Context: an optimization exercise on an open-source flow, tuned for small area, a short achievable clock period and few clock cycles. The choices shown serve that exercise and are no tape-out recipe.
In this exercise RTL edits were held to simulation tests only and were not proved equivalent to the original.
No activity file was given, so power comes from the tool's default toggle rates.

--- flow/config.mk ---
export PLATFORM = sky130hd
export DESIGN_NAME = erpc_codec
export DESIGN_NICKNAME = erpc_codec
export VERILOG_FILES = /design/flow/design.v
export SDC_FILE = /design/flow/constraint.sdc
export NUM_CORES = 4
export LEC_CHECK = 0
export CAP_MARGIN = 20
export CORE_MARGIN = 2
export CORE_UTILIZATION = 40
export SETUP_SLACK_MARGIN = 2.0
export SLEW_MARGIN = 20
--- flow/constraint.sdc ---
create_clock -name core_clock -period 5.0 [get_ports {clk}]
set_input_delay 1.0000 -clock core_clock [delete_from_list [all_inputs] [get_ports {clk}]]
set_output_delay 1.0000 -clock core_clock [all_outputs]
set_load 0.01 [all_outputs]
--- flow/design.v ---
module erpc_codec (
    input  wire        clk,
    input  wire        rst,
    input  wire        cmd_valid,
    output wire        cmd_ready,
    input  wire [7:0]  cmd_op,
    input  wire [8:0]  cmd_service,
    input  wire [7:0]  cmd_request,
    input  wire [2:0]  cmd_msg_type,
    input  wire [31:0] cmd_sequence,
    input  wire [15:0] cmd_f_len,
    input  wire [15:0] cmd_f_crc,
    input  wire [7:0]  cmd_byte,
    input  wire [15:0] cmd_len,
    input  wire        in_valid,
    output wire        in_ready,
    input  wire [31:0] in_data,
    output reg         done,
    output wire [3:0]  status,
    output wire [15:0] crc_out,
    output wire [63:0] out_bytes,
    output wire [3:0]  consumed,
    output wire [8:0]  o_service,
    output wire [7:0]  o_request,
    output wire [2:0]  o_msg_type,
    output wire [31:0] o_sequence,
    output wire [15:0] o_len,
    output wire [15:0] o_crc
);
    localparam [15:0] CRC_INIT = 16'hEF4A;
    localparam [15:0] CRC_POLY = 16'h1021;
    function [15:0] crc_byte;
        input [15:0] c;
        input [7:0]  b;
        integer i;
        reg [15:0] r;
        begin
            r = c ^ {b, 8'h00};
            for (i = 0; i < 8; i = i + 1)
                r = r[15] ? ((r << 1) ^ CRC_POLY) : (r << 1);
            crc_byte = r;
        end
    endfunction
    reg        busy;         
    reg        last_q;       
    reg [1:0]  tail;         
    reg        k_crc;        
    reg        k_frm;        
    reg        k_match;      
    reg        chk;          
    reg        ocrc_sel;     
    reg [15:0] crc;
    reg [31:0] W;            
    reg [31:0] L;
    reg [3:0]  st;
    reg        cons8, cons4;
    reg        mt_unk;       
    reg        svc_unk;      
    wire [13:0] cnt = W[13:0];    
    assign cmd_ready = !busy;
    assign in_ready  = busy;
    wire acc  = cmd_valid && !busy;
    wire beat = in_valid && busy;
    wire [7:0] op = cmd_op;
    wire op_ok   = (op[7:6] == 2'b00) && (op[3:2] == 2'b00) && (op[5:4] != 2'b00);
    wire is_init = (op == 8'h10);
    wire is_upd  = (op == 8'h11);
    wire is_bufc = (op == 8'h13) || (op == 8'h30) || (op == 8'h33);
    wire is_enc  = (op == 8'h20);
    wire is_bld  = (op == 8'h22);
    wire is_hdec = (op == 8'h21);
    wire is_mat  = (op == 8'h23);
    wire is_fenc = (op == 8'h31);
    wire is_fdec = (op == 8'h32);
    wire svc_ok  = !cmd_service[8] && (cmd_service[7:4] == 4'd0) && (cmd_service[3:0] != 4'd0);
    wire mt_ok   = !cmd_msg_type[2];
    wire len0    = (cmd_len == 16'd0);
    wire len_ge8 = (cmd_len[15:3] != 13'd0);
    wire len_ge4 = (cmd_len[15:2] != 14'd0);
    wire len_le4 = (cmd_len[15:3] == 13'd0) && (!cmd_len[2] || cmd_len[1:0] == 2'd0);
    wire [7:0] d0 = in_data[7:0];
    wire [7:0] d1 = in_data[15:8];
    wire [7:0] d2 = in_data[23:16];
    wire [7:0] d3 = in_data[31:24];
    wire [7:0] ch = crc[15:8];
    wire [7:0] cl = crc[7:0];
    wire nu = !busy;
    wire n1 = busy && last_q && tail == 2'd1;
    wire n2 = busy && last_q && tail == 2'd2;
    wire n3 = busy && last_q && tail == 2'd3;
    wire n4 = busy && (!last_q || tail == 2'd0);
    wire [7:0] m0 = {8{n4}} & (d0 ^ ch);
    wire [7:0] m1 = ({8{n4}} & (d1 ^ cl)) | ({8{n3}} & (d0 ^ ch));
    wire [7:0] m2 = ({8{n4}} & d2) | ({8{n3}} & (d1 ^ cl)) | ({8{n2}} & (d0 ^ ch));
    wire [7:0] m3 = ({8{n4}} & d3) | ({8{n3}} & d2) | ({8{n2}} & (d1 ^ cl)) | ({8{n1}} & (d0 ^ ch))
                  | ({8{nu}} & (cmd_byte ^ ch));
    wire [15:0] crc_blk;
    assign crc_blk[0] = ((((m0[2] ^ m0[3]) ^ m0[4]) ^ ((m1[3] ^ m1[4]) ^ m1[6])) ^ (((m2[0] ^ m2[3]) ^ m2[4]) ^ (m3[0] ^ m3[4])));
    assign crc_blk[1] = ((((m0[3] ^ m0[4]) ^ m0[5]) ^ ((m1[4] ^ m1[5]) ^ m1[7])) ^ (((m2[1] ^ m2[4]) ^ m2[5]) ^ (m3[1] ^ m3[5])));
    assign crc_blk[2] = ((((m0[0] ^ m0[4]) ^ m0[5]) ^ ((m0[6] ^ m1[5]) ^ m1[6])) ^ (((m2[2] ^ m2[5]) ^ m2[6]) ^ (m3[2] ^ m3[6])));
    assign crc_blk[3] = ((((m0[1] ^ m0[5]) ^ m0[6]) ^ ((m0[7] ^ m1[6]) ^ m1[7])) ^ (((m2[3] ^ m2[6]) ^ m2[7]) ^ (m3[3] ^ m3[7])));
    assign crc_blk[4] = ((((m0[0] ^ m0[2]) ^ m0[6]) ^ (m0[7] ^ m1[0])) ^ (((m1[7] ^ m2[0]) ^ m2[4]) ^ (m2[7] ^ m3[4])));
    assign crc_blk[5] = (((((m0[0] ^ m0[1]) ^ m0[2]) ^ (m0[4] ^ m0[7])) ^ ((m1[0] ^ m1[1]) ^ (m1[3] ^ m1[4]))) ^ ((((m1[6] ^ m2[0]) ^ m2[1]) ^ (m2[3] ^ m2[4])) ^ ((m2[5] ^ m3[0]) ^ (m3[4] ^ m3[5]))));
    assign crc_blk[6] = (((((m0[1] ^ m0[2]) ^ m0[3]) ^ (m0[5] ^ m1[1])) ^ ((m1[2] ^ m1[4]) ^ (m1[5] ^ m1[7]))) ^ (((m2[1] ^ m2[2]) ^ (m2[4] ^ m2[5])) ^ ((m2[6] ^ m3[1]) ^ (m3[5] ^ m3[6]))));
    assign crc_blk[7] = (((((m0[0] ^ m0[2]) ^ m0[3]) ^ (m0[4] ^ m0[6])) ^ ((m1[2] ^ m1[3]) ^ (m1[5] ^ m1[6]))) ^ (((m2[2] ^ m2[3]) ^ (m2[5] ^ m2[6])) ^ ((m2[7] ^ m3[2]) ^ (m3[6] ^ m3[7]))));
    assign crc_blk[8] = (((((m0[1] ^ m0[3]) ^ m0[4]) ^ (m0[5] ^ m0[7])) ^ ((m1[0] ^ m1[3]) ^ (m1[4] ^ m1[6]))) ^ (((m1[7] ^ m2[0]) ^ (m2[3] ^ m2[4])) ^ ((m2[6] ^ m2[7]) ^ (m3[3] ^ m3[7]))));
    assign crc_blk[9] = ((((m0[0] ^ m0[2]) ^ (m0[4] ^ m0[5])) ^ ((m0[6] ^ m1[0]) ^ (m1[1] ^ m1[4]))) ^ (((m1[5] ^ m1[7]) ^ (m2[0] ^ m2[1])) ^ ((m2[4] ^ m2[5]) ^ (m2[7] ^ m3[4]))));
    assign crc_blk[10] = ((((m0[0] ^ m0[1]) ^ (m0[3] ^ m0[5])) ^ ((m0[6] ^ m0[7]) ^ (m1[0] ^ m1[1]))) ^ (((m1[2] ^ m1[5]) ^ (m1[6] ^ m2[1])) ^ ((m2[2] ^ m2[5]) ^ (m2[6] ^ m3[5]))));
    assign crc_blk[11] = ((((m0[1] ^ m0[2]) ^ (m0[4] ^ m0[6])) ^ ((m0[7] ^ m1[1]) ^ (m1[2] ^ m1[3]))) ^ (((m1[6] ^ m1[7]) ^ (m2[2] ^ m2[3])) ^ ((m2[6] ^ m2[7]) ^ m3[6])));
    assign crc_blk[12] = ((((m0[0] ^ m0[4]) ^ (m0[5] ^ m0[7])) ^ ((m1[0] ^ m1[2]) ^ m1[6])) ^ (((m1[7] ^ m2[0]) ^ m2[7]) ^ ((m3[0] ^ m3[4]) ^ m3[7])));
    assign crc_blk[13] = ((((m0[0] ^ m0[1]) ^ m0[5]) ^ ((m0[6] ^ m1[0]) ^ m1[1])) ^ (((m1[3] ^ m1[7]) ^ m2[0]) ^ ((m2[1] ^ m3[1]) ^ m3[5])));
    assign crc_blk[14] = ((((m0[0] ^ m0[1]) ^ m0[2]) ^ ((m0[6] ^ m0[7]) ^ m1[1])) ^ (((m1[2] ^ m1[4]) ^ m2[1]) ^ ((m2[2] ^ m3[2]) ^ m3[6])));
    assign crc_blk[15] = ((((m0[1] ^ m0[2]) ^ m0[3]) ^ ((m0[7] ^ m1[2]) ^ m1[3])) ^ (((m1[5] ^ m2[2]) ^ m2[3]) ^ (m3[3] ^ m3[7])));
    wire [15:0] crc_next = crc_blk ^ ({16{n1 | nu}} & {cl, 8'h00});
    always @(posedge clk) begin
        if (rst) begin
            busy  <= 1'b0;
            done  <= 1'b0;
            crc   <= CRC_INIT;
            st    <= 4'd0;
            chk   <= 1'b0;
        end else begin
            done <= 1'b0;
            if (acc) begin
                chk      <= (op == 8'h33);
                ocrc_sel <= !op[1];
                W        <= is_bufc ? {16'd0, cmd_len[15:2]} : cmd_sequence;
                if (!op[4])
                    L <= {8'h01, cmd_service[7:0], cmd_request, 5'd0, cmd_msg_type & {3{~op[1]}}};
                else
                    L <= {cmd_f_crc, op[0] ? cmd_f_len : cmd_len};
                tail   <= cmd_len[1:0];
                last_q <= is_bufc ? len_le4 : is_fdec;
                k_crc  <= is_bufc;
                k_frm  <= is_fdec;
                k_match <= is_mat;
                cons8  <= 1'b0;
                cons4  <= 1'b0;
                st     <= 4'd0;
                busy   <= 1'b0;
                done   <= 1'b1;
                if (is_init || is_bufc)
                    crc <= CRC_INIT;
                if (is_upd)
                    crc <= crc_next;
                if (is_bufc && !len0) begin
                    busy <= 1'b1;
                    done <= 1'b0;
                end
                if (is_enc && !(svc_ok && mt_ok))
                    st <= 4'd15;
                if (is_bld && !svc_ok)
                    st <= 4'd15;
                if (is_hdec) begin
                    if (len_ge8) begin
                        busy  <= 1'b1;
                        done  <= 1'b0;
                        cons8 <= 1'b1;
                    end else
                        st <= 4'd8;
                end
                if (is_mat) begin
                    if (!svc_ok)
                        st <= 4'd15;
                    else if (!len_ge8)
                        st <= 4'd1;
                    else begin
                        busy  <= 1'b1;
                        done  <= 1'b0;
                        cons8 <= 1'b1;
                    end
                end
                if (is_fdec) begin
                    if (len_ge4) begin
                        busy  <= 1'b1;
                        done  <= 1'b0;
                        cons4 <= 1'b1;
                    end else
                        st <= 4'd8;
                end
                if (!op_ok)
                    st <= 4'd15;
            end
            if (beat) begin
                if (k_crc) begin
                    W[13:0] <= cnt - 14'd1;
                    last_q  <= (cnt[13:2] == 12'd0) && (tail == 2'd0 ? cnt[1:0] == 2'd2 : cnt[1:0] == 2'd1);
                end else
                    last_q  <= 1'b1;
                if (last_q) begin
                    busy <= 1'b0;
                    done <= 1'b1;
                end
                if (k_crc)
                    crc <= crc_next;
                else if (k_frm)
                    L <= in_data;
                else if (!last_q) begin
                    L       <= in_data;
                    mt_unk  <= (in_data[7:2] != 6'd0);
                    svc_unk <= !(in_data[23:20] == 4'd0 && in_data[19:16] != 4'd0);
                    if (k_match && !(in_data[7:0] == 8'h02 && in_data[23:8] == L[23:8])) begin
                        st    <= 4'd4;
                        cons8 <= 1'b0;
                    end
                end else
                    W <= in_data;
            end
        end
    end
    assign status     = {st[3], st[2], st[1] | (chk && (crc != L[31:16])), st[0]};
    assign crc_out    = crc;
    assign out_bytes  = {W, L};
    assign consumed   = {cons8, cons4, 2'b00};
    assign o_sequence = W;
    assign o_request  = L[15:8];
    assign o_service  = {svc_unk, L[23:16] & {8{!svc_unk}}};
    assign o_msg_type = {mt_unk, L[1:0] & {2{!mt_unk}}};
    assign o_len      = L[15:0];
    assign o_crc      = ocrc_sel ? crc : L[31:16];
endmodule
--- flow/flow/run.sh ---
#!/bin/bash
# The standard layout, with the smallest buffer on every port.
set -euo pipefail
export BUFFER_PORTS_ARGS="-buffer_cell sky130_fd_sc_hd__buf_1"
bash standard.sh > standard.log 2>&1
--- flow/standard.sh ---
#!/bin/bash
# synth_recipe.tcl (not shown) runs the flow's synth.tcl, then flattens the netlist and writes it again
# the make line also repeats each setting of config.mk as NAME=value (left out here)
make -C /OpenROAD-flow-scripts/flow DESIGN_CONFIG=/design/flow/config.mk WORK_HOME=/design/flow/orfs CLKGATE_MAP_FILE= SYNTH_SCRIPT=/design/flow/synth_recipe.tcl "${@:-finish}"
==> results_dict.tcl, run 1 <==
set metrics [dict create \
    outcome "no timing/DRC/antenna violations" \
    fp.dieArea_um2 25000 \
    fin_crit_sh 0.612 \
    endpoint_kind "output port" \
    ant_nets 0 \
    core_um2 23400 \
    intPower_mw 1.54 \
    clockPowerShare 0.306 \
    whs_path_depth 2 \
    antenna_found_initial 2 \
    area_delta_synth_final_pct 17.9 \
    hpwl_um 29400 \
    drtPass1Iterations 5 \
    cts_inserted_buffers 9 \
    fill_cells 2388 \
    rr_endpoint "crc[7]" \
    post_route_cells_drive_above_1_share 0.136 \
    drv_slew 0 \
    slew_headroom 0.242 \
    synth_top_area_cell "edfxtp_1" \
    r2r_start "tail[1]" \
    gp_congestion 0.987 \
    cts_tree "done" \
    p_sw_frac 0.343 \
    hold_class "flop to flop" \
    grt_start_max_net_pins 68 \
    switching_power_uw 806 \
    skew_ps 15.7 \
    comb_power_share 0.270 \
    cp-start-kind "flop" \
    place_ws_ps 1350 \
    ir_worst_vdd_v 0.000133 \
    grt_usage 0.310 \
    synth-seq-cells 98 \
    die-height_um 158 \
    die_w_um 158 \
    avgSynthCellArea_um2 8.76 \
    synth-edff-count 75 \
    drv_cap 0 \
    max_freq_mhz 327 \
    place_inst 1597 \
    synth_top_area_share 0.237 \
    power_leakage_nw 4.14 \
    hold_violations 0 \
    start_util 0.406 \
    netlist_instances 1085 \
    synth_warnings 1 \
    synthTopCellsByArea "edfxtp_1 (24%), xnor2_1 (6.3%), xnor3_1 (5.9%)" \
    finalPower_mw 2.35 \
    wl_per_cell_um 24.1 \
    row_count 56 \
    fin_util 0.479 \
    clock_path_buffers 2 \
    pwr_density_cell_nw_per_um2 209 \
    ys.flop_type "edfxtp_1" \
    drt_wl_total_um 39700 \
    setup-tns-final_ps 0 \
    vias 9636 \
    finalSetupViolations 0 \
    cp.arrival_ps 2060 \
    tightestPinTransition_ps 1130 \
    portBuffers 324 \
    drt_iter0_drc 989 \
    synth-seq-area-share 0.285 \
    cp_max_fo 8 \
    cts.reportedPaths.clkPinSlew_ps 80 \
    grt_pass1_wl_um 56700 \
    cp.required_ps 4000 \
    rsz0062_at_grt "true" \
    clock_sink_count 98 \
    syn_area_um2 9510 \
    ys_types 91 \
    final.setup.worst_slack_ps 1940 \
    path_class "flop to output port" \
    io_pins 327 \
    nets 1475 \
    clock_latency_ps 360 \
    drt_drc_violations_left 0 \
    worstRegToRegCells 9 \
    htreeDepth 3 \
    min_from "chk" \
    ff2ff_setup_slack_ps 2080 \
    ctsHoldBuffers 0 \
    min_period_ps 3060 \
    clock-root-buffer "clkbuf_16" \
    grt_pass1_vias 8857 \
    vias_per_cell 5.85 \
    finalNonFillerCells 1647 \
    grt_overflow_total 0 \
    p_seq_frac 0.424 \
    min_to "chk" \
    async_flop_share 0 \
]
==> power by group through the flow <==
stage                     Clock (mW)  Sequential (mW)  Combinational [mW]
final                          0.718            0.995               0.635
after global routing           0.749             1.00               0.681
after CTS                      0.720            0.993               0.623
after detailed placement           0             1.03               0.584
after global placement             0             1.03               0.582
after floorplan                    0             1.01               0.400
==> layout make-up <==
cell class	instances	area [µm²]	area share
clock buffers	9	225	0.0201
flip-flops and latches	98	2730	0.244
inverters	19	78.8	0.00703
clock inverters	7	60.1	0.00536
repair buffers	376	1650	0.147
multi-input cells	818	6060	0.541
well taps	319	399	0.0356
diodes	1	2.50	0.000223
==> state kept, by name, summed over array words and instances (netlist names) <==
register	flops
mt_unk	1
cons8	1
svc_unk	1
chk	1
k_crc	1
last_q	1
tail	2
k_frm	1
ocrc_sel	1
done	1
W	32
cons4	1
crc	16
busy	1
st	4
k_match	1
L	32
==> synth_stat cells (5+ instances only) <==
master,number
xor2_1,54
buf_1,5
nor4_1,14
a22o_1,7
mux2_2,24
and3_1,12
nor2b_1,13
o221ai_1,5
nand2_1,115
buf_2,19
a31oi_1,20
nand4_1,7
xnor2_2,7
nor2_1,89
a211oi_1,13
clkbuf_1,55
dfxtp_1,23
nor3_1,11
edfxtp_1,75
xnor2_1,68
a221oi_1,14
o22ai_1,24
nand3_1,50
inv_1,18
a22oi_1,8
mux2i_1,19
o211ai_1,10
o21ai_0,65
buf_4,67
a21oi_1,56
xnor3_1,25
==> cells in the final DEF, fill, tap and decap left out, drive strengths merged, types with 25 or more instances in the layout <==
cell type / n
xnor3: 25
nand3: 50
o22ai: 25
buf: 367
nand2: 116
nor2: 91
o21ai: 67
xor2: 55
edfxtp: 75
a21oi: 58
xnor2: 76
==> metrics by stage <==
| step | area, µm² | hold WS (ps) |
|---|---|---|
| 2_1_floorplan | 9530 | 455 |
| 3_3_place_gp | 10400 | 466 |
| 3_5_place_dp | 10400 | 482 |
| 4_1_cts | 11000 | 501 |
| 5_1_grt | 11200 | 523 |
| 6_report | 11200 | 501 |
==> metal layers <==
metal  vias up  GRT usage  share of wire
met3        77     0.0586          0.090
met1      4593      0.413           0.40
met5         -          0        0.00040
met4         2      0.108          0.032
met2       615      0.503           0.48
li1       4349          -              -
==> cell families after synthesis <==
group	Yosys count	synth area share
XOR/XNOR	159	0.197
flip-flops	98	0.285
buffers and inverters	171	0.103
AND/OR/NAND/NOR	339	0.169
AO/OA/AOI/OAI	273	0.195
multiplexers	43	0.0484
other	1	0.000395
adder cells (fa/ha/maj)	1	0.00132
==> worst max-delay path by stage <==
stage / cells past startpoint / startpoint / slack, ps / end
floorplan: 8 / in_data[8] / 2030 / crc[12]
global placement: 7 / in_data[2] / 1380 / crc[9]
detailed placement: 7 / in_data[2] / 1350 / crc[9]
CTS: 8 / in_data[9] / 1940 / crc[9]
global route: 5 / crc[0] / 1900 / status[1]
finish: 5 / crc[13] / 1940 / status[1]
==> what timing repair did <==
| action | CTS | global route |
|---|---|---|
| endpoints found under the hold margin | 0 | 0 |
| pin swaps | 4 | 3 |
| resized for setup | 35 | 23 |
| endpoints found under the setup margin | 22 | 24 |
| setup buffers | 24 | 7 |
| gates cloned | 1 | 0 |
==> critical path, stage by stage (launching register included) <==
cell and delay [ps]:
dfxtp_2 540, xor2_1 110, nor4_1 350, nand4_1 290, a21o_1 270, buf_1 140
Testbench counts, summed over its fixed seeds: cycles 121,025.
==> inputs of run 2 (changes only) <==
--- a/flow/design.v
+++ b/flow/design.v
@@ -29,19 +29,7 @@
 );
     localparam [15:0] CRC_INIT = 16'hEF4A;
-    localparam [15:0] CRC_POLY = 16'h1021;
-    function [15:0] crc_byte;
-        input [15:0] c;
-        input [7:0]  b;
-        integer i;
-        reg [15:0] r;
-        begin
-            r = c ^ {b, 8'h00};
-            for (i = 0; i < 8; i = i + 1)
-                r = r[15] ? ((r << 1) ^ CRC_POLY) : (r << 1);
-            crc_byte = r;
-        end
-    endfunction
     reg        busy;         
     reg        last_q;       
+    reg [3:0]  nsel;         
     reg [1:0]  tail;         
     reg        k_crc;        
@@ -50,11 +38,11 @@
     reg        chk;          
     reg        ocrc_sel;     
+    reg        mt_unk;       
+    reg        svc_unk;      
     reg [15:0] crc;
-    reg [31:0] W;            
+    reg [31:0] W;
     reg [31:0] L;
     reg [3:0]  st;
     reg        cons8, cons4;
-    reg        mt_unk;       
-    reg        svc_unk;      
     wire [13:0] cnt = W[13:0];    
     assign cmd_ready = !busy;
@@ -71,5 +59,4 @@
     wire is_hdec = (op == 8'h21);
     wire is_mat  = (op == 8'h23);
-    wire is_fenc = (op == 8'h31);
     wire is_fdec = (op == 8'h32);
     wire svc_ok  = !cmd_service[8] && (cmd_service[7:4] == 4'd0) && (cmd_service[3:0] != 4'd0);
@@ -79,4 +66,25 @@
     wire len_ge4 = (cmd_len[15:2] != 14'd0);
     wire len_le4 = (cmd_len[15:3] == 13'd0) && (!cmd_len[2] || cmd_len[1:0] == 2'd0);
+    wire go_crc  = is_bufc && !len0;
+    wire go_hdr  = (is_hdec || (is_mat && svc_ok)) && len_ge8;
+    wire go_frm  = is_fdec && len_ge4;
+    reg [3:0] st_acc;
+    always @(*) begin
+        st_acc = 4'd0;
+        if (!op_ok)
+            st_acc = 4'd15;
+        if (is_enc && !(svc_ok && mt_ok))
+            st_acc = 4'd15;
+        if (is_bld && !svc_ok)
+            st_acc = 4'd15;
+        if ((is_hdec && !len_ge8) || (is_fdec && !len_ge4))
+            st_acc = 4'd8;
+        if (is_mat)
+            st_acc = !svc_ok ? 4'd15 : !len_ge8 ? 4'd1 : 4'd0;
+    end
+    function [3:0] onehot_n;    
+        input [1:0] t;
+        onehot_n = (t == 2'd0) ? 4'b1000 : (t == 2'd3) ? 4'b0100 : (t == 2'd2) ? 4'b0010 : 4'b0001;
+    endfunction
     wire [7:0] d0 = in_data[7:0];
     wire [7:0] d1 = in_data[15:8];
@@ -85,9 +93,9 @@
     wire [7:0] ch = crc[15:8];
     wire [7:0] cl = crc[7:0];
-    wire nu = !busy;
-    wire n1 = busy && last_q && tail == 2'd1;
-    wire n2 = busy && last_q && tail == 2'd2;
-    wire n3 = busy && last_q && tail == 2'd3;
-    wire n4 = busy && (!last_q || tail == 2'd0);
+    wire n4 = nsel[3];
+    wire n3 = nsel[2];
+    wire n2 = nsel[1];
+    wire n1 = nsel[0];
+    wire nu = !busy;            
     wire [7:0] m0 = {8{n4}} & (d0 ^ ch);
     wire [7:0] m1 = ({8{n4}} & (d1 ^ cl)) | ({8{n3}} & (d0 ^ ch));
@@ -113,98 +121,72 @@
     assign crc_blk[15] = ((((m0[1] ^ m0[2]) ^ m0[3]) ^ ((m0[7] ^ m1[2]) ^ m1[3])) ^ (((m1[5] ^ m2[2]) ^ m2[3]) ^ (m3[3] ^ m3[7])));
     wire [15:0] crc_next = crc_blk ^ ({16{n1 | nu}} & {cl, 8'h00});
+    wire next_last = (cnt[13:2] == 12'd0) && (tail == 2'd0 ? cnt[1:0] == 2'd2 : cnt[1:0] == 2'd1);
     always @(posedge clk) begin
         if (rst) begin
-            busy  <= 1'b0;
-            done  <= 1'b0;
-            crc   <= CRC_INIT;
-            st    <= 4'd0;
-            chk   <= 1'b0;
+            busy <= 1'b0;
+            done <= 1'b0;
+            st   <= 4'd0;
+            chk  <= 1'b0;
+            nsel <= 4'd0;
         end else begin
             done <= 1'b0;
             if (acc) begin
+                busy     <= go_crc || go_hdr || go_frm;
+                done     <= !(go_crc || go_hdr || go_frm);
+                st       <= st_acc;
                 chk      <= (op == 8'h33);
                 ocrc_sel <= !op[1];
-                W        <= is_bufc ? {16'd0, cmd_len[15:2]} : cmd_sequence;
-                if (!op[4])
-                    L <= {8'h01, cmd_service[7:0], cmd_request, 5'd0, cmd_msg_type & {3{~op[1]}}};
-                else
-                    L <= {cmd_f_crc, op[0] ? cmd_f_len : cmd_len};
-                tail   <= cmd_len[1:0];
-                last_q <= is_bufc ? len_le4 : is_fdec;
-                k_crc  <= is_bufc;
-                k_frm  <= is_fdec;
-                k_match <= is_mat;
-                cons8  <= 1'b0;
-                cons4  <= 1'b0;
-                st     <= 4'd0;
-                busy   <= 1'b0;
-                done   <= 1'b1;
-                if (is_init || is_bufc)
-                    crc <= CRC_INIT;
-                if (is_upd)
-                    crc <= crc_next;
-                if (is_bufc && !len0) begin
-                    busy <= 1'b1;
-                    done <= 1'b0;
-                end
-                if (is_enc && !(svc_ok && mt_ok))
-                    st <= 4'd15;
-                if (is_bld && !svc_ok)
-                    st <= 4'd15;
-                if (is_hdec) begin
-                    if (len_ge8) begin
-                        busy  <= 1'b1;
-                        done  <= 1'b0;
-                        cons8 <= 1'b1;
-                    end else
-                        st <= 4'd8;
-                end
-                if (is_mat) begin
-                    if (!svc_ok)
-                        st <= 4'd15;
-                    else if (!len_ge8)
-                        st <= 4'd1;
-                    else begin
-                        busy  <= 1'b1;
-                        done  <= 1'b0;
-                        cons8 <= 1'b1;
-                    end
-                end
-                if (is_fdec) begin
-                    if (len_ge4) begin
-                        busy  <= 1'b1;
-                        done  <= 1'b0;
-                        cons4 <= 1'b1;
-                    end else
-                        st <= 4'd8;
-                end
-                if (!op_ok)
-                    st <= 4'd15;
+                tail     <= cmd_len[1:0];
+                last_q   <= is_bufc ? len_le4 : is_fdec;
+                nsel     <= go_crc ? (len_le4 ? onehot_n(cmd_len[1:0]) : 4'b1000) : 4'd0;
+                k_crc    <= is_bufc;
+                k_frm    <= is_fdec;
+                k_match  <= is_mat;
+                cons8    <= go_hdr;
+                cons4    <= go_frm;
             end
             if (beat) begin
-                if (k_crc) begin
-                    W[13:0] <= cnt - 14'd1;
-                    last_q  <= (cnt[13:2] == 12'd0) && (tail == 2'd0 ? cnt[1:0] == 2'd2 : cnt[1:0] == 2'd1);
-                end else
-                    last_q  <= 1'b1;
                 if (last_q) begin
                     busy <= 1'b0;
                     done <= 1'b1;
                 end
-                if (k_crc)
-                    crc <= crc_next;
-                else if (k_frm)
-                    L <= in_data;
-                else if (!last_q) begin
-                    L       <= in_data;
-                    mt_unk  <= (in_data[7:2] != 6'd0);
-                    svc_unk <= !(in_data[23:20] == 4'd0 && in_data[19:16] != 4'd0);
-                    if (k_match && !(in_data[7:0] == 8'h02 && in_data[23:8] == L[23:8])) begin
-                        st    <= 4'd4;
-                        cons8 <= 1'b0;
-                    end
+                if (k_crc) begin
+                    last_q <= next_last;
+                    nsel   <= last_q ? 4'd0 : next_last ? onehot_n(tail) : 4'b1000;
                 end else
-                    W <= in_data;
+                    last_q <= 1'b1;
+                if (k_match && !last_q && !(in_data[7:0] == 8'h02 && in_data[23:8] == L[23:8])) begin
+                    st    <= 4'd4;
+                    cons8 <= 1'b0;
+                end
             end
+        end
+    end
+    wire crc_init = rst || (acc && (is_init || is_bufc));
+    always @(posedge clk) begin
+        if (crc_init)
+            crc <= CRC_INIT;
+        else if ((acc && is_upd) || (beat && k_crc))
+            crc <= crc_next;
+    end
+    always @(posedge clk) begin
+        if (acc || (beat && (k_crc || (!k_frm && last_q)))) begin
+            W[31:14] <= busy ? in_data[31:14] : cmd_sequence[31:14];
+            W[13:0]  <= busy ? (k_crc ? cnt - 14'd1 : in_data[13:0])
+                             : (op[4] ? cmd_len[15:2] : cmd_sequence[13:0]);
+        end
+    end
+    always @(posedge clk) begin
+        if (acc || (beat && !k_crc && (k_frm || !last_q))) begin
+            if (busy)
+                L <= in_data;
+            else if (op[4])
+                L <= {cmd_f_crc, op[0] ? cmd_f_len : cmd_len};
+            else
+                L <= {8'h01, cmd_service[7:0], cmd_request, 5'd0, cmd_msg_type & {3{~op[1]}}};
+        end
+        if (beat && !k_crc && (k_frm || !last_q)) begin
+            mt_unk  <= (in_data[7:2] != 6'd0);
+            svc_unk <= !(in_data[23:20] == 4'd0 && in_data[19:16] != 4'd0);
         end
     end
==> results_dict.tcl, run 2 <==
set metrics [dict create \
    outcome "no timing/DRC/antenna violations" \
    crit_buf_inv 1 \
    synth_top_area_cell "edfxtp_1" \
    intPower_mw 1.51 \
    clock-root-buffer "clkbuf_16" \
    multi_input_area_um2 5110 \
    p_seq_frac 0.447 \
    synthTopCellsByArea "edfxtp_1 (27%), xnor2_1 (9.6%), dfxtp_1 (6.4%)" \
    antenna_found_initial 0 \
    grt_start_max_net_pins 53 \
    pwr_density_cell_nw_per_um2 220 \
    hpwl_um 26600 \
    finalSetupViolations 0 \
    rsz0062_at_grt "true" \
    power_leakage_nw 3.51 \
    layout_common_cells "buf_1 (308), nand2_1 (96), xnor2_1 (84)" \
    clock_sink_count 102 \
    fp.dieArea_um2 22300 \
    nets 1335 \
    final.setup.worst_slack_ps 1990 \
    gp_congestion 1.05 \
    clock_path_buffers 2 \
    slew_headroom 0.300 \
    synth-seq-cells 102 \
    synth_top_area_share 0.267 \
    switching_power_uw 737 \
    cts.reportedPaths.clkPinSlew_ps 80 \
    m1WireLength_um 14100 \
    row_count 53 \
    avgSynthCellArea_um2 9.06 \
    cts_inserted_buffers 9 \
    htreeDepth 3 \
    ant_nets 0 \
    ys.flop_type "edfxtp_1" \
    wl_per_cell_um 23.7 \
    fin_crit_sh 0.601 \
    portBuffers 324 \
    place_ws_ps 1340 \
    die-height_um 149 \
    comb_power_share 0.223 \
    synthTopCellsByCount "nand2_1 (96), xnor2_1 (92), o21ai_0 (80)" \
    n_antenna_cell 0 \
    clockPowerShare 0.330 \
    cts_tree "done" \
    synth-edff-count 75 \
    yosysMostFrequentCell "nand2_1" \
    cpPeakStageDelay_ps 440 \
    async_flop_share 0 \
    drt_wl_total_um 34600 \
    min_period_ps 3010 \
    cp_cell_sequence "xor2_1 -> nor4_1 -> nand4_1 -> a21o_1 -> clkbuf_2" \
    mostFrequentLayoutCell "buf_1" \
    tightestPinTransition_ps 1040 \
    clock_latency_ps 380 \
    endpoint_kind "output port" \
    cp_max_fo 3 \
    drt_drc_violations_left 0 \
    drt_iter0_drc 769 \
    met2_length_um 16300 \
    area_delta_synth_final_pct 20.8 \
    wl_met3_um 2970 \
    vias_per_cell 5.64 \
    fill_cells 2050 \
    ctsHoldBuffers 0 \
    post_route_cells_drive_above_1_share 0.130 \
    cp.arrival_ps 2010 \
    grt_overflow_total 0 \
    grt_pass1_vias 7689 \
    cp_top_family "simple AND/OR/NAND/NOR gates" \
    reg_top3 "L (32), W (32), crc (16)" \
    crit_slowest_cell "edfxtp_1" \
    p_sw_frac 0.328 \
    grt_usage 0.305 \
    ys_types 62 \
    skew_ps 20.4 \
    synth-seq-area-share 0.331 \
    synth_warnings 1 \
    die_w_um 149 \
    top_layer_used "met4" \
    io_pins 327 \
    syn_area_um2 8440 \
    path_class "flop to output port" \
    hold_class "flop to flop" \
    drtPass1Iterations 7 \
    setup-tns-final_ps 0 \
    core_um2 20900 \
    grt_pass1_wl_um 49700 \
    netlist_instances 931 \
    start_util 0.404 \
    drv_slew 0 \
    max_freq_mhz 333 \
    cp-start-kind "flop" \
    seqCellArea_um2 2830 \
    vias 8246 \
    cp.required_ps 4000 \
    ir_worst_vdd_v 0.000157 \
    drv_cap 0 \
    ff2ff_setup_slack_ps 2140 \
    hold_violations 0 \
]
run 2: cell types whose count changed in the layout (fill, tap and decap cells not counted), moves of 18 or more:
cell	previous run	this run
nand3_1	49	13
nor2_1	88	52
a21oi_1	56	28
mux2i_1	19	41
buf_4	49	28
xnor2_1	63	84
o22ai_1	24	5
nand2_1	114	96
run 2: worst register-to-register path, stage by stage (launching register included):
cell,delay (ps)
dfxtp_4,470
buf_4,490
o21ai_0,280
a221oi_1,510
xnor2_1,210
xnor2_1,330
xnor2_2,190
xor2_1,170
a21oi_1,80
run 2: kinds of logic after synthesis:
group,Yosys count,synth area share
buffers and inverters,140,0.0937
xor gates and xnor gates,168,0.194
other,1,0.000445
DFF,102,0.331
adders and majority gates,1,0.00148
and+or+nand+nor,240,0.131
muxes,68,0.0847
AOI/OAI and AO/OA,211,0.164
run 2: power groups by stage:
stage          clock, mW  combinational (mW)  sequential, mW
6_report           0.742               0.500            1.00
5_1_grt            0.777               0.538            1.01
4_1_cts            0.752               0.481            1.01
3_5_place_dp           0               0.458            1.03
3_3_place_gp           0               0.459            1.03
2_1_floorplan          0               0.290            1.03
run 2: cell type report:
cell class | count | share of cell area
inverters | 24 | 0.00884
multi-input cells | 690 | 0.502
flip-flops and latches | 102 | 0.278
clock inverters | 7 | 0.00847
repair buffers | 355 | 0.147
clock buffers | 9 | 0.0221
well taps | 275 | 0.0338
run 2: repair_timing:
| action | in CTS | in global routing |
|---|---|---|
| setup endpoints to repair | 13 | 46 |
| pin swaps | 5 | 12 |
| setup buffers | 9 | 10 |
| resized for setup | 42 | 28 |
run 2: stage by stage:
stage / std cells / hold slack [ps] / total power, mW / instance area (µm²) / util
6_report: 1462 / 502 / 2.25 / 10200 / 0.488
5_1_grt: 1462 / 546 / 2.32 / 10200 / 0.488
4_1_cts: 1451 / 507 / 2.24 / 9940 / 0.476
3_5_place_dp: 1426 / 490 / 1.49 / 9410 / 0.451
3_3_place_gp: 1426 / 481 / 1.49 / 9410 / 0.451
2_1_floorplan: 932 / 458 / 1.32 / 8460 / -
run 2: worst paths after layout:
path,start,end,depth (start not counted)
worst max-delay path,L[29],status[1],5
worst min-delay path,chk,chk,2
worst max register to register,busy,crc[0],8
worst min register to register,chk,chk,2
run 2: per-layer routing:
layer	vias up	track usage
li1	3774	-
met1	3945	0.398
met2	464	0.504
met3	63	0.0498
met4	0	0.123
met5	-	0
Testbench counts of run 2, summed over its fixed seeds: cycles 121,025.
==> inputs of run 3 (changes only) <==
--- a/flow/design.v
+++ b/flow/design.v
@@ -44,5 +44,4 @@
     reg [31:0] L;
     reg [3:0]  st;
-    reg        cons8, cons4;
     wire [13:0] cnt = W[13:0];    
     assign cmd_ready = !busy;
@@ -143,6 +142,4 @@
                 k_frm    <= is_fdec;
                 k_match  <= is_mat;
-                cons8    <= go_hdr;
-                cons4    <= go_frm;
             end
             if (beat) begin
@@ -156,8 +153,6 @@
                 end else
                     last_q <= 1'b1;
-                if (k_match && !last_q && !(in_data[7:0] == 8'h02 && in_data[23:8] == L[23:8])) begin
-                    st    <= 4'd4;
-                    cons8 <= 1'b0;
-                end
+                if (k_match && !last_q && !(in_data[7:0] == 8'h02 && in_data[23:8] == L[23:8]))
+                    st <= 4'd4;
             end
         end
@@ -194,5 +189,6 @@
     assign crc_out    = crc;
     assign out_bytes  = {W, L};
-    assign consumed   = {cons8, cons4, 2'b00};
+    wire st_ok = (st == 4'd0);
+    assign consumed   = {st_ok && !k_frm, st_ok && k_frm, 2'b00};
     assign o_sequence = W;
     assign o_request  = L[15:8];
==> results_dict.tcl, run 3 <==
set metrics [dict create \
    antenna_found_initial 0 \
    finalPower_mw 2.22 \
    ant_nets 0 \
    cp_top_family "simple AND/OR/NAND/NOR gates" \
    cts_inserted_buffers 9 \
    drt_wl_total_um 34000 \
    outcome "no timing/DRC/antenna violations" \
    crit_slowest_cell "edfxtp_1" \
    netlist_instances 911 \
    ctsHoldBuffers 0 \
    drv_slew 0 \
    grt_pass1_wl_um 48200 \
    nets 1316 \
    cts_tree "done" \
    synthTopCellsByArea "edfxtp_1 (27%), xnor2_1 (10%), xor2_1 (7.5%)" \
    n_antenna_cell 0 \
    cp.arrival_ps 2000 \
    min_period_ps 3000 \
    path_class "flop to output port" \
    clock_latency_ps 360 \
    pwr_density_cell_nw_per_um2 223 \
    grt_overflow_total 0 \
    cp.required_ps 4000 \
    tightestPinTransition_ps 976 \
    fill_cells 1983 \
    avgSynthCellArea_um2 9.06 \
    path_depth 5 \
    row_count 52 \
    mostFrequentLayoutCell "buf_1" \
    grt_pass1_vias 7537 \
    whs_path_depth 2 \
    syn_area_um2 8250 \
    hpwl_um 26100 \
    crit_buf_inv 1 \
    worstRegToRegCells 8 \
    area_delta_synth_final_pct 20.5 \
    endpoint_kind "output port" \
    portBuffers 324 \
    gr-usage-met2 0.489 \
    grt_start_max_net_pins 51 \
    cts.reportedPaths.clkPinSlew_ps 80 \
    synth-edff-count 73 \
    finalSetupViolations 0 \
    ir_worst_vdd_v 0.000154 \
    slew_headroom 0.349 \
    core_um2 20200 \
    fin_util 0.492 \
    cpPeakStageDelay_ps 460 \
    synth_warnings 1 \
    synthTopCellsByCount "nand2_1 (105), xnor2_1 (95), o21ai_0 (79)" \
    clock_path_buffers 2 \
    cp-start-kind "flop" \
    clock-root-buffer "clkbuf_16" \
    grt_usage 0.299 \
    final.setup.worst_slack_ps 2000 \
    cp_cell_sequence "xor2_1 -> nor4_2 -> nand4_1 -> a21o_1 -> buf_1" \
    ys.flop_type "edfxtp_1" \
    reg_top3 "L (32), W (32), crc (16)" \
    synth-seq-area-share 0.331 \
    rsz0062_at_grt "true" \
    drv_cap 0 \
    skew_ps 6.27 \
    gp_congestion 1.08 \
    fin_crit_sh 0.600 \
    hold_violations 0 \
    setup-tns-final_ps 0 \
    wl_per_cell_um 23.7 \
    synth_top_area_cell "edfxtp_1" \
    async_flop_share 0 \
    ys_types 62 \
    hold_class "flop to flop" \
    vias_per_cell 5.61 \
    die-height_um 148 \
    hold_ws_ps 459 \
    start_util 0.408 \
    io_pins 327 \
    layout_common_cells "buf_1 (313), nand2_1 (104), xnor2_1 (92)" \
    power_leakage_nw 3.39 \
    place_ws_ps 1200 \
    drt_drc_violations_left 0 \
    synth_top_area_share 0.266 \
    synth-seq-cells 100 \
    max_freq_mhz 333 \
    yosysMostFrequentCell "nand2_1" \
    post_route_cells_drive_above_1_share 0.120 \
    fp.dieArea_um2 21800 \
    vias 8060 \
    busiest_layer "met2" \
    cp_max_fo 2 \
    die_w_um 148 \
    drt_iter0_drc 790 \
    drtPass1Iterations 5 \
    use_met3 0.0596 \
    htreeDepth 3 \
    clock_sink_count 100 \
    gr-usage-met1 0.400 \
]
run 3: cell types whose count changed after synthesis, sizes merged, moves of 5 or more:
cell / before / now
nor2: 52 / 24
o21ai: 90 / 79
nand2: 96 / 105
xor2: 64 / 73
and2: 2 / 8
nor3: 18 / 12
a222oi: 7 / 12
o211ai: 15 / 20
run 3: power breakdown:
part	leakage, nW	internal [mW]	switching, mW
combinational	2.33	0.201	0.316
clock	0.132	0.347	0.357
sequential	0.934	0.942	0.0580
run 3: kinds of logic (layout without fill, tap and decap cells):
logic type      count (synthesis)  count (layout)  share of synthesized area
simple gates                  218             218                      0.124
fa+ha+maj                       1               1                    0.00152
buf+inv                       145             400                     0.0958
mux                            63              63                     0.0803
flops                         100             100                      0.331
other cells                     1               2                   0.000454
compound gates                208             208                      0.169
xor+xnor                      175             175                      0.198
run 3: final timing paths:
| check | startpoint | to | slack (ps) |
|---|---|---|---|
| max | L[16] | status[1] | 2000 |
| min | chk | chk | 460 |
| max reg2reg | nsel[2] | crc[0] | 2170 |
| min reg2reg | chk | chk | 460 |
run 3: routing by layer:
layer / wire length, µm / part of all wire
met4: 847 / 0.025
met5: 0 / 0
met3: 3090 / 0.091
met1: 14100 / 0.41
met2: 16000 / 0.47
run 3: timing repair:
item                                    in CTS  in global routing
gates resized for setup                     29                 29
buffers inserted                            14                  7
pin swaps                                    7                  6
endpoints found under the setup margin      15                 16
run 3: stage by stage:
| stage | area (µm²) | std cells |
|---|---|---|
| final | 9950 | 1437 |
| after global placement | 9240 | 1400 |
| after CTS | 9770 | 1430 |
| after detailed placement | 9260 | 1401 |
| after global routing | 9950 | 1437 |
| after floorplan | 8270 | 912 |
run 3: worst reg2reg max path, delay by kind of cell (launching register included):
kind | cells | cell delay (ps)
compound gates | 3 | 750
buf+inv | 1 | 320
flops | 1 | 620
mux | 1 | 370
xor+xnor | 3 | 660
run 3: final cells by class:
cell class                      instances  area, µm²  area share
Clock buffer                            9        225      0.0226
Clock inverter                          6       55.1     0.00553
Tap cell                              270        338      0.0340
Inverter                               27        101      0.0102
Multi-Input combinational cell        667       4940       0.496
Timing Repair Buffer                  358       1530       0.154
Sequential cell                       100       2760       0.277
Testbench counts of run 3, summed over its fixed seeds: cycles 121,025.
==> inputs of run 4 (changes only) <==
--- a/flow/config.mk
+++ b/flow/config.mk
@@ -8,5 +8,5 @@
 export CAP_MARGIN = 20
 export CORE_MARGIN = 2
-export CORE_UTILIZATION = 40
+export CORE_UTILIZATION = 55
 export SETUP_SLACK_MARGIN = 2.0
 export SLEW_MARGIN = 20
==> results_dict.tcl, run 4 <==
set metrics [dict create \
    outcome "no timing/DRC/antenna violations" \
    cts_tree "done" \
    ys_types 62 \
    clock_latency_ps 360 \
    min_from "chk" \
    htreeDepth 3 \
    vias 8178 \
    path_class "flop to output port" \
    place_inst 1316 \
    syn_area_um2 8250 \
    clock_sink_count 100 \
    synth.mux.area_fraction 0.0803 \
    nets 1319 \
    synth-seq-area-share 0.331 \
    avgSynthCellArea_um2 9.06 \
    place_area_um2 9150 \
    r2r_start "busy" \
    rsz0062_at_grt "true" \
    clock-root-buffer "clkbuf_16" \
    drt_drc_violations_left 0 \
    row_count 44 \
    cp.arrival_ps 2050 \
    crit_slowest_cell "edfxtp_1" \
    portBuffers 324 \
    cp_top_family "simple AND/OR/NAND/NOR gates" \
    grt_start_max_net_pins 68 \
    grt_pass1_vias 7334 \
    ir_worst_vdd_v 0.000147 \
    hold_violations 0 \
    synth-seq-cells 100 \
    synth_top_area_cell "edfxtp_1" \
    cp.required_ps 4000 \
    synth_top_family_by_area "XOR/XNOR gates" \
    synth_top_area_share 0.266 \
    clock_path_buffers 2 \
    io_pins 327 \
    area_delta_synth_final_pct 19.7 \
    synth-xor-area-share 0.198 \
    drt_iter0_drc 895 \
    hpwl_um 23300 \
    fp.dieArea_um2 16000 \
    grt_usage 0.367 \
    post_route_cells_drive_above_1_share 0.125 \
    endpoint_kind "output port" \
    finalNonFillerCells 1355 \
    start_util 0.566 \
    synth_compound_area_frac 0.169 \
    min_period_ps 3050 \
    cts.reportedPaths.clkPinSlew_ps 70 \
    hold_ws_ps 456 \
    max_freq_mhz 328 \
    drv_cap 0 \
    drt_wl_total_um 30700 \
    cp-start-kind "flop" \
    ctsHoldBuffers 0 \
    die_w_um 127 \
    pwr_density_cell_nw_per_um2 232 \
    skew_ps 7.54 \
    gp_congestion 0.961 \
    n_antenna_cell 0 \
    die-height_um 127 \
    finalSetupViolations 0 \
    crit_buf_inv 1 \
    yosysMostFrequentCell "nand2_1" \
    netlist_instances 911 \
    drtPass1Iterations 7 \
    antenna_found_initial 0 \
    drv_slew 0 \
    place_ws_ps 1220 \
    final_area_um2 9880 \
    mostFrequentLayoutCell "buf_1" \
    cts_inserted_buffers 9 \
    async_flop_share 0 \
    hold_class "flop to flop" \
    synth-edff-count 73 \
    ant_nets 0 \
    grt_pass1_wl_um 44100 \
    setup-tns-final_ps 0 \
    power_leakage_nw 3.43 \
    wl_per_cell_um 22.6 \
    synth_fa_ha_area_frac 0.00152 \
    cp_cell_sequence "xor2_1 -> nor4_1 -> nand4_1 -> a21o_1 -> clkbuf_2" \
    fill_cells 1306 \
    synthTopCellsByCount "nand2_1 (105), xnor2_1 (95), o21ai_0 (79)" \
    layout_common_cells "buf_1 (313), nand2_1 (105), xnor2_1 (91)" \
    core_um2 14600 \
    final.setup.worst_slack_ps 1950 \
    cpPeakStageDelay_ps 490 \
    tightestPinTransition_ps 942 \
    slew_headroom 0.372 \
    ys.flop_type "edfxtp_1" \
    yosys.area_share.simple 0.124 \
    startpoint "L[16]" \
    synthTopCellsByArea "edfxtp_1 (27%), xnor2_1 (10%), xor2_1 (7.5%)" \
    grt_overflow_total 0 \
    reg_top3 "L (32), W (32), crc (16)" \
    cp_max_fo 4 \
    synth_warnings 1 \
    vias_per_cell 6.04 \
    fin_crit_sh 0.610 \
]
run 4: cell counts after synthesis:
Identical to the previous run, type by type.
run 4: report_power, final:
group	total, mW	leakage (nW)	internal (mW)	switching (mW)
Clock	0.775	0.153	0.438	0.337
Combinational	0.515	2.35	0.205	0.310
Sequential	0.999	0.934	0.942	0.0567
run 4: worst min-delay path: cells and delay by family, from the launching register on:
family | cells | cell delay [ps]
and+or+nand+nor | 1 | 50
DFF | 1 | 310
AOI/OAI and AO/OA | 1 | 50
run 4: stage by stage:
step	util	power (mW)
6_report	0.677	2.29
5_1_grt	0.677	2.36
4_1_cts	0.655	2.25
3_5_place_dp	0.627	1.50
3_3_place_gp	0.627	1.49
2_1_floorplan	-	1.32
run 4: cell families (layout without fill, tap and decap cells):
kind of cell    count (synthesis)  after routing
mux                            63             63
fa+ha+maj                       1              1
xor+xnor                      175            175
flops                         100            100
simple gates                  218            218
buf+inv                       145            404
other cells                     1              2
compound gates                208            208
run 4: final timing paths:
check,end,slack [ps],cells past startpoint
setup reg to reg,crc[8],2180,9
hold reg to reg,chk,460,2
hold / removal,chk,460,2
setup / recovery,status[1],1950,5
run 4: area by class of cell:
type	count	area, µm²	share of cell area
Clock buffer	9	225	0.0228
Clock inverter	7	90.1	0.00912
Inverter	27	105	0.0106
Multi-Input combinational cell	667	4940	0.500
Sequential cell	100	2760	0.279
Tap cell	184	230	0.0233
Timing Repair Buffer	361	1530	0.155
run 4: metal layers:
metal | routed length (µm) | GRT usage
met1 | 12400 | 0.503
met2 | 14300 | 0.587
met3 | 2890 | 0.0607
met4 | 1100 | 0.133
met5 | 0 | 0.0186
run 4: what timing repair did:
item,4_1_cts,5_1_grt
gates resized for setup,16,40
setup endpoints to repair,16,17
buffers inserted,4,18
pin swaps,3,10
==> inputs of run 5 (changes only) <==
--- a/flow/design.v
+++ b/flow/design.v
@@ -32,10 +32,8 @@
     reg        last_q;       
     reg [3:0]  nsel;         
-    reg [1:0]  tail;         
     reg        k_crc;        
     reg        k_frm;        
     reg        k_match;      
     reg        chk;          
-    reg        ocrc_sel;     
     reg        mt_unk;       
     reg        svc_unk;      
@@ -44,5 +42,6 @@
     reg [31:0] L;
     reg [3:0]  st;
-    wire [13:0] cnt = W[13:0];    
+    wire [13:0] cnt  = W[13:0];   
+    wire [1:0]  tail = L[1:0];    
     assign cmd_ready = !busy;
     assign in_ready  = busy;
@@ -135,6 +134,4 @@
                 st       <= st_acc;
                 chk      <= (op == 8'h33);
-                ocrc_sel <= !op[1];
-                tail     <= cmd_len[1:0];
                 last_q   <= is_bufc ? len_le4 : is_fdec;
                 nsel     <= go_crc ? (len_le4 ? onehot_n(cmd_len[1:0]) : 4'b1000) : 4'd0;
@@ -177,5 +174,5 @@
                 L <= in_data;
             else if (op[4])
-                L <= {cmd_f_crc, op[0] ? cmd_f_len : cmd_len};
+                L <= {cmd_f_crc, (op[1:0] == 2'b01) ? cmd_f_len : cmd_len};
             else
                 L <= {8'h01, cmd_service[7:0], cmd_request, 5'd0, cmd_msg_type & {3{~op[1]}}};
@@ -196,4 +193,4 @@
     assign o_msg_type = {mt_unk, L[1:0] & {2{!mt_unk}}};
     assign o_len      = L[15:0];
-    assign o_crc      = ocrc_sel ? crc : L[31:16];
+    assign o_crc      = k_frm ? L[31:16] : crc;
 endmodule
--- a/flow/config.mk
+++ b/flow/config.mk
@@ -8,5 +8,5 @@
 export CAP_MARGIN = 20
 export CORE_MARGIN = 2
-export CORE_UTILIZATION = 55
+export CORE_UTILIZATION = 40
 export SETUP_SLACK_MARGIN = 2.0
 export SLEW_MARGIN = 20
==> results_dict.tcl, run 5 <==
set metrics [dict create \
    layout_common_cells "buf_1 (311), xnor2_1 (108), nand2_1 (102)" \
    io_pins 327 \
    mostFrequentLayoutCell "buf_1" \
    ys.flop_type "edfxtp_1" \
    drv_cap 0 \
    outcome "no timing/DRC/antenna violations" \
    grt_pass1_vias 7434 \
    start_util 0.408 \
    synth_warnings 1 \
    max_freq_mhz 330 \
    pwr_density_cell_nw_per_um2 218 \
    netlist_instances 921 \
    drt_drc_violations_left 0 \
    clockPowerShare 0.336 \
    drt_iter0_drc 755 \
    post_route_cells_drive_above_1_share 0.116 \
    synthTopCellsByArea "edfxtp_1 (26%), xnor2_1 (12%), xor2_1 (6.6%)" \
    power_leakage_nw 3.36 \
    synth_compound_area_frac 0.172 \
    vias 8102 \
    tightestPinTransition_ps 922 \
    min_period_ps 3030 \
    finalNonFillerCells 1447 \
    r2r_start "k_frm" \
    synth-edff-count 70 \
    synthTopCellsByCount "xnor2_1 (110), nand2_1 (102), o21ai_0 (81)" \
    antenna_found_initial 1 \
    cp.required_ps 4000 \
    clock_sink_count 97 \
    synth-seq-cells 97 \
    ff2ff_setup_slack_ps 2200 \
    hold_violations 0 \
    cts_tree "done" \
    cp-start-kind "flop" \
    row_count 52 \
    htreeDepth 3 \
    wl_per_cell_um 23.1 \
    synth_fa_ha_area_frac 0.00152 \
    slew_headroom 0.386 \
    place_inst 1408 \
    seqCellArea_um2 2680 \
    synth-seq-area-share 0.321 \
    setup-tns-final_ps 0 \
    clock_path_buffers 2 \
    rr_endpoint "L[26]" \
    grt_start_max_net_pins 84 \
    p_seq_frac 0.442 \
    hpwl_um 26100 \
    ir_worst_vdd_v 0.000162 \
    yosys.area_share.simple 0.134 \
    grt_usage 0.298 \
    cts_inserted_buffers 9 \
    ctsHoldBuffers 0 \
    ys_types 63 \
    drt_wl_total_um 33400 \
    final.setup.worst_slack_ps 1970 \
    yosysMostFrequentCell "xnor2_1" \
    synth.mux.area_fraction 0.0708 \
    cts.reportedPaths.clkPinSlew_ps 80 \
    final_area_um2 9910 \
    hold_class "flop to flop" \
    hold_ws_ps 489 \
    startpoint "crc[12]" \
    endpoint_kind "output port" \
    fin_crit_sh 0.606 \
    grt_overflow_total 0 \
    multi_input_area_um2 4990 \
    grt_pass1_wl_um 47900 \
    ant_nets 0 \
    reg_top3 "L (32), W (32), crc (16)" \
    rsz0062_at_grt "true" \
    switching_power_uw 714 \
    vias_per_cell 5.60 \
    fp.dieArea_um2 21700 \
    synth-xor-area-share 0.204 \
    avgSynthCellArea_um2 8.93 \
    finalSetupViolations 0 \
    core_um2 20200 \
    cp_max_fo 5 \
    gp_congestion 1.03 \
    portBuffers 324 \
    cp.arrival_ps 2030 \
    cp-endpoint "status[1]" \
    clock-root-buffer "clkbuf_16" \
    die-height_um 147 \
    path_class "flop to output port" \
    syn_area_um2 8220 \
    area_delta_synth_final_pct 20.5 \
    nets 1324 \
    comb_power_share 0.222 \
    fill_cells 2031 \
    skew_ps 10.1 \
    die_w_um 147 \
    whs_path_depth 2 \
    clock_latency_ps 370 \
    synth_top_area_cell "edfxtp_1" \
    synth_top_family_by_area "XOR/XNOR gates" \
    worstRegToRegCells 4 \
    drtPass1Iterations 5 \
    synth_top_area_share 0.256 \
    drv_slew 0 \
    intPower_mw 1.45 \
    place_ws_ps 1310 \
    place_area_um2 9210 \
    async_flop_share 0 \
    p_sw_frac 0.331 \
]
## run 5: cell count changes in the layout (fill, tap and decap cells not counted), moves of 4 or more
cell      before  now
buf_4         36   30
clkbuf_2       7   11
dfxtp_2       16   11
mux2i_1       37   30
nand2b_1       3    8
nand3_1        9   21
nor3_1        12   16
xnor2_1       91  108
xnor2_2        6    2
xor2_1        63   56
## run 5: power by group through the flow
stage	sequential, mW	combinational, mW	clock (mW)
global placement	0.982	0.438	0
global route	0.960	0.514	0.757
floorplan	0.979	0.279	0
CTS	0.957	0.461	0.726
finish	0.955	0.480	0.725
detailed placement	0.983	0.439	0
## run 5: stage by stage
step	utilization	power [mW]
floorplan	-	1.26
global placement	0.456	1.42
detailed placement	0.456	1.42
CTS	0.482	2.14
global route	0.491	2.23
finish	0.491	2.16
## run 5: area by class of cell
cell class,count,share of cell area
clock inverter,7,0.00733
clock buffer,9,0.0227
timing repair buffer,357,0.153
sequential,97,0.270
inverter,24,0.00909
tap,270,0.0341
multi-input combinational,682,0.503
antenna,1,0.000253
## run 5: logic make-up (layout without fill, tap and decap cells)
family | Yosys count | in the layout
fa+ha+maj | 1 | 1
compound gates | 211 | 211
other cells | 1 | 3
buf+inv | 143 | 397
flops | 97 | 97
mux | 55 | 55
simple gates | 233 | 233
xor+xnor | 180 | 180
## run 5: worst min path at each step
stage | start | end | slack (ps)
floorplan | st[1] | st[1] | 450
global placement | st[1] | st[1] | 470
detailed placement | st[1] | st[1] | 470
CTS | st[1] | st[1] | 480
global route | chk | chk | 540
finish | st[1] | st[1] | 490
## run 5: routing by layer
metal  vias up  GRT usage  share of wire
met4         0      0.108          0.033
li1       3743          -              -
met2       461      0.484           0.47
met5         -          0              0
met3        53     0.0693          0.094
met1      3845      0.391           0.41
## run 5: worst max-delay path, stage by stage, from the launching register on
cell	delay, ps
dfxtp_4	350
buf_6	130
xor2_1	160
nor4_1	310
nand4_1	330
a21o_1	260
clkbuf_2	120
## run 5: what timing repair did
item	in CTS	in global routing
endpoints found under the hold margin	0	0
endpoints found under the setup margin	13	20
setup buffers	9	12
pin swaps	6	8
resized for setup	35	21
Testbench counts of run 5, summed over its fixed seeds: cycles 121,025.
==> inputs of run 6 (changes only) <==
--- a/flow/config.mk
+++ b/flow/config.mk
@@ -8,5 +8,5 @@
 export CAP_MARGIN = 20
 export CORE_MARGIN = 2
-export CORE_UTILIZATION = 40
+export CORE_UTILIZATION = 35
 export SETUP_SLACK_MARGIN = 2.0
 export SLEW_MARGIN = 20
==> results_dict.tcl, run 6 <==
set metrics [dict create \
    ant_nets 0 \
    gp_congestion 0.941 \
    async_flop_share 0 \
    worstRegToRegCells 6 \
    die_w_um 157 \
    io_pins 327 \
    mostFrequentLayoutCell "buf_1" \
    setup-tns-final_ps 0 \
    antenna_found_initial 1 \
    grt_overflow_total 0 \
    fp.dieArea_um2 24700 \
    n_antenna_cell 0 \
    hold_class "flop to flop" \
    hpwl_um 26200 \
    ir_worst_vdd_v 0.000137 \
    grt_pass1_vias 7413 \
    nets 1326 \
    tightestPinTransition_ps 1080 \
    cp-start-kind "primary input" \
    hold_violations 0 \
    fill_cells 2410 \
    cp.required_ps 5210 \
    row_count 56 \
    syn_area_um2 8220 \
    wl_per_cell_um 22.5 \
    final_area_um2 10000 \
    min_period_ps 3020 \
    cts_inserted_buffers 9 \
    drv_cap 0 \
    htreeDepth 3 \
    min_from "st[1]" \
    clock_sink_count 97 \
    drv_slew 0 \
    place_area_um2 9300 \
    synth_top_area_cell "edfxtp_1" \
    clock_latency_ps 370 \
    drt_wl_total_um 33700 \
    start_util 0.353 \
    grt_start_max_net_pins 82 \
    yosysMostFrequentCell "xnor2_1" \
    core_um2 23300 \
    cts.reportedPaths.clkPinSlew_ps 70 \
    outcome "no timing/DRC/antenna violations" \
    startpoint "in_data[14]" \
    area_delta_synth_final_pct 21.8 \
    seqCellArea_um2 2670 \
    rr_endpoint "crc[6]" \
    cp_max_fo 7 \
    synth-seq-area-share 0.321 \
    synth-seq-cells 97 \
    drtPass1Iterations 5 \
    ys_types 63 \
    whs_path_depth 2 \
    grt_usage 0.265 \
    slew_headroom 0.282 \
    ctsHoldBuffers 0 \
    vias 8053 \
    rsz0062_at_grt "true" \
    synthTopCellsByCount "xnor2_1 (110), nand2_1 (102), o21ai_0 (81)" \
    power_leakage_nw 3.37 \
    fin_crit_sh 0.603 \
    synth_top_area_share 0.256 \
    avgSynthCellArea_um2 8.93 \
    multi_input_area_um2 5040 \
    vias_per_cell 5.38 \
    grt_pass1_wl_um 47700 \
    ff2ff_setup_slack_ps 2100 \
    die-height_um 157 \
    finalSetupViolations 0 \
    reg_top3 "L (32), W (32), crc (16)" \
    synthTopCellsByArea "edfxtp_1 (26%), xnor2_1 (12%), xor2_1 (6.6%)" \
    min_to "st[1]" \
    synth-edff-count 70 \
    clock-root-buffer "clkbuf_16" \
    max_freq_mhz 332 \
    endpoint_kind "flop" \
    drt_drc_violations_left 0 \
    clock_path_buffers 2 \
    post_route_cells_drive_above_1_share 0.121 \
    skew_ps 16.0 \
    synth_warnings 1 \
    path_class "primary input to flop" \
    ys.flop_type "edfxtp_1" \
    drt_iter0_drc 826 \
    portBuffers 324 \
    layout_common_cells "buf_1 (313), xnor2_1 (105), nand2_1 (102)" \
    netlist_instances 921 \
    cts_tree "done" \
    pwr_density_cell_nw_per_um2 214 \
    r2r_start "nsel[1]" \
    cp.arrival_ps 3230 \
]
-- run 6: cell counts after synthesis --
No cell type changed its count.
-- run 6: worst max path at each step --
stage	to
final	crc[6]
after global placement	crc[6]
after global routing	status[1]
after CTS	status[1]
after floorplan	crc[5]
after detailed placement	crc[6]
-- run 6: final cells by class --
type | count | area share
multi-input cells | 682 | 0.503
flip-flops and latches | 97 | 0.267
repair buffers | 359 | 0.152
well taps | 319 | 0.0399
clock buffers | 9 | 0.0225
inverters | 24 | 0.00900
clock inverters | 7 | 0.00612
-- run 6: through the flow --
stage	setup WS (ps)	hold WS (ps)	utilization	std cells	total power [mW]
finish	1980	479	0.431	1497	2.14
global route	1860	508	0.431	1497	2.22
CTS	1990	483	0.421	1489	2.13
detailed placement	1240	473	0.400	1460	1.43
global placement	1220	466	0.399	1459	1.42
floorplan	2020	446	-	922	1.26
-- run 6: power by group --
group / internal (mW) / total (mW) / leakage, nW / switching, mW
logic: 0.185 / 0.479 / 2.32 / 0.294
registers: 0.909 / 0.958 / 0.915 / 0.0490
clock network: 0.348 / 0.706 / 0.135 / 0.358
total: 1.44 / 2.14 / 3.37 / 0.701
-- run 6: kinds of logic (layout without fill, tap and decap cells) --
| kind of cell | Yosys count | count (layout) | synth area share |
|---|---|---|---|
| AOI/OAI and AO/OA | 211 | 211 | 0.172 |
| xor gates and xnor gates | 180 | 180 | 0.204 |
| adders and majority gates | 1 | 1 | 0.00152 |
| buffers and inverters | 143 | 399 | 0.0959 |
| DFF | 97 | 97 | 0.321 |
| muxes | 55 | 55 | 0.0708 |
| other | 1 | 2 | 0.000456 |
| and+or+nand+nor | 233 | 233 | 0.134 |
-- run 6: per-layer routing --
metal	track usage	wire [µm]	vias up
met1	0.355	14500	3874
met4	0.0745	826	2
met5	0	10	-
li1	-	-	3734
met2	0.443	15900	399
met3	0.0399	2460	44
-- run 6: timing repair --
action / 4_1_cts / 5_1_grt
pin swaps: 9 / 7
buffers inserted: 13 / 8
setup endpoints to repair: 14 / 17
gates resized for setup: 31 / 30
-- run 6: critical path: stages --
cell and delay [ps]:
buf_1 170, xor2_1 330, a22oi_2 170, a21boi_0 210
o211a_1 350, xnor2_1 320, xnor3_1 470, xnor2_1 130
o21ai_0 80
==> inputs of run 7 (changes only) <==
--- a/flow/config.mk
+++ b/flow/config.mk
@@ -8,5 +8,5 @@
 export CAP_MARGIN = 20
 export CORE_MARGIN = 2
-export CORE_UTILIZATION = 35
+export CORE_UTILIZATION = 45
 export SETUP_SLACK_MARGIN = 2.0
 export SLEW_MARGIN = 20
==> results_dict.tcl, run 7 <==
set metrics [dict create \
    outcome "no timing/DRC/antenna violations" \
    syn_area_um2 8220 \
    min_from "st[1]" \
    area_delta_synth_final_pct 19.3 \
    place_ws_ps 1460 \
    cp_cell_sequence "xor2_1 -> nor4_2 -> nand4_1 -> a21o_1 -> buf_1" \
    synthTopCellsByArea "edfxtp_1 (26%), xnor2_1 (12%), xor2_1 (6.6%)" \
    cts_tree "done" \
    die_w_um 139 \
    setup-tns-final_ps 0 \
    wl_per_cell_um 22.7 \
    cp.arrival_ps 2020 \
    grt_pass1_vias 7358 \
    r2r_start "nsel[1]" \
    cp_top_family "simple AND/OR/NAND/NOR gates" \
    path_class "flop to output port" \
    pwr_density_cell_nw_per_um2 216 \
    synth_warnings 1 \
    io_pins 327 \
    mostFrequentLayoutCell "buf_1" \
    ys_types 63 \
    vias_per_cell 5.72 \
    fp.dieArea_um2 19400 \
    clock_sink_count 97 \
    drt_wl_total_um 31900 \
    gp_congestion 0.984 \
    nets 1323 \
    ir_worst_vdd_v 0.000158 \
    startpoint "L[21]" \
    clock_path_buffers 2 \
    crit_buf_inv 1 \
    layout_common_cells "buf_1 (314), xnor2_1 (108), nand2_1 (102)" \
    cpPeakStageDelay_ps 490 \
    die-height_um 139 \
    antenna_found_initial 1 \
    hpwl_um 25100 \
    grt_start_max_net_pins 81 \
    grt_overflow_total 0 \
    min_period_ps 3020 \
    drv_cap 0 \
    synth_top_area_share 0.256 \
    synth_top_area_cell "edfxtp_1" \
    portBuffers 324 \
    post_route_cells_drive_above_1_share 0.109 \
    rsz0062_at_grt "true" \
    power_leakage_nw 3.32 \
    cp_max_fo 4 \
    ys.flop_type "edfxtp_1" \
    synth-seq-cells 97 \
    use_met3 0.0573 \
    cp-start-kind "flop" \
    finalSetupViolations 0 \
    final.setup.worst_slack_ps 1980 \
    grt_pass1_wl_um 45900 \
    grt_usage 0.316 \
    cts.reportedPaths.clkPinSlew_ps 70 \
    yosysMostFrequentCell "xnor2_1" \
    comb_power_share 0.221 \
    htreeDepth 3 \
    drtPass1Iterations 7 \
    busiest_layer "met2" \
    clock-root-buffer "clkbuf_16" \
    async_flop_share 0 \
    p_sw_frac 0.322 \
    synth-edff-count 70 \
    skew_ps 13.4 \
    intPower_mw 1.44 \
    synth-seq-area-share 0.321 \
    start_util 0.458 \
    clockPowerShare 0.327 \
    cts_inserted_buffers 9 \
    hold_violations 0 \
    row_count 49 \
    endpoint_kind "output port" \
    core_um2 18000 \
    cp.required_ps 4000 \
    hold_class "flop to flop" \
    drt_iter0_drc 691 \
    vias 8036 \
    netlist_instances 921 \
    gr-usage-met2 0.521 \
    gr-usage-met1 0.425 \
    clock_latency_ps 360 \
    avgSynthCellArea_um2 8.93 \
    p_seq_frac 0.452 \
    drv_slew 0 \
    switching_power_uw 683 \
    drt_drc_violations_left 0 \
    synthTopCellsByCount "xnor2_1 (110), nand2_1 (102), o21ai_0 (81)" \
    fin_crit_sh 0.604 \
    reg_top3 "L (32), W (32), crc (16)" \
    tightestPinTransition_ps 976 \
    max_freq_mhz 331 \
    crit_slowest_cell "edfxtp_1" \
    ant_nets 0 \
    slew_headroom 0.348 \
]
## run 7: repair_timing
action / 4_1_cts / 5_1_grt
resized for setup: 15 / 34
endpoints found under the setup margin: 19 / 17
pin swaps: 5 / 11
hold buffers: 0 / 0
setup buffers: 6 / 16
## run 7: final cells by class
type	instances	area [µm²]
Fill cell	1769	8160
Sequential cell	97	2670
Antenna cell	1	2.50
Tap cell	229	287
Multi-Input combinational cell	682	4970
Clock inverter	7	57.6
Clock buffer	9	225
Timing Repair Buffer	356	1510
Inverter	24	90.1
## run 7: power groups by stage
stage / Sequential, mW / Combinational (mW) / Clock [mW]
global placement: 0.980 / 0.439 / 0
floorplan: 0.979 / 0.279 / 0
CTS: 0.963 / 0.446 / 0.697
finish: 0.959 / 0.468 / 0.694
global route: 0.963 / 0.502 / 0.728
detailed placement: 0.981 / 0.439 / 0
## run 7: routing by layer
metal  wire, µm  share of wire
met5          0              0
met4        652          0.020
met3       2490          0.078
met2      15200           0.48
met1      13600           0.43
## run 7: through the flow
stage          hold slack, ps   util  std cells  cell area [µm²]  total power, mW
4_1_cts                   476  0.531       1387             9540             2.11
3_5_place_dp              466  0.508       1365             9130             1.42
5_1_grt                   517  0.546       1404             9800             2.19
6_report                  481  0.546       1405             9810             2.12
2_1_floorplan             446      -        922             8230             1.26
3_3_place_gp              468  0.508       1365             9130             1.42
## run 7: kinds of logic (layout without fill, tap and decap cells)
logic type	after synthesis	count (layout)	share of synthesized area
muxes	55	55	0.0708
DFF	97	97	0.321
xor gates and xnor gates	180	180	0.204
and+or+nand+nor	233	233	0.134
adders and majority gates	1	1	0.00152
other	1	3	0.000456
AOI/OAI and AO/OA	211	211	0.172
buffers and inverters	143	396	0.0959
## run 7: path summary, 6_finish.rpt
path	end	slack (ps)	depth (start not counted)
worst max-delay path	status[1]	1980	5
worst min register to register	st[1]	480	2
worst max register to register	crc[8]	2170	8
worst min-delay path	st[1]	480	2
## run 7: worst register-to-register path: cells and delay by family, from the launching register on
kind,cells,cell delay [ps]
XOR/XNOR,3,560
multiplexers,1,300
AO/OA/AOI/OAI,4,860
flip-flops,1,970
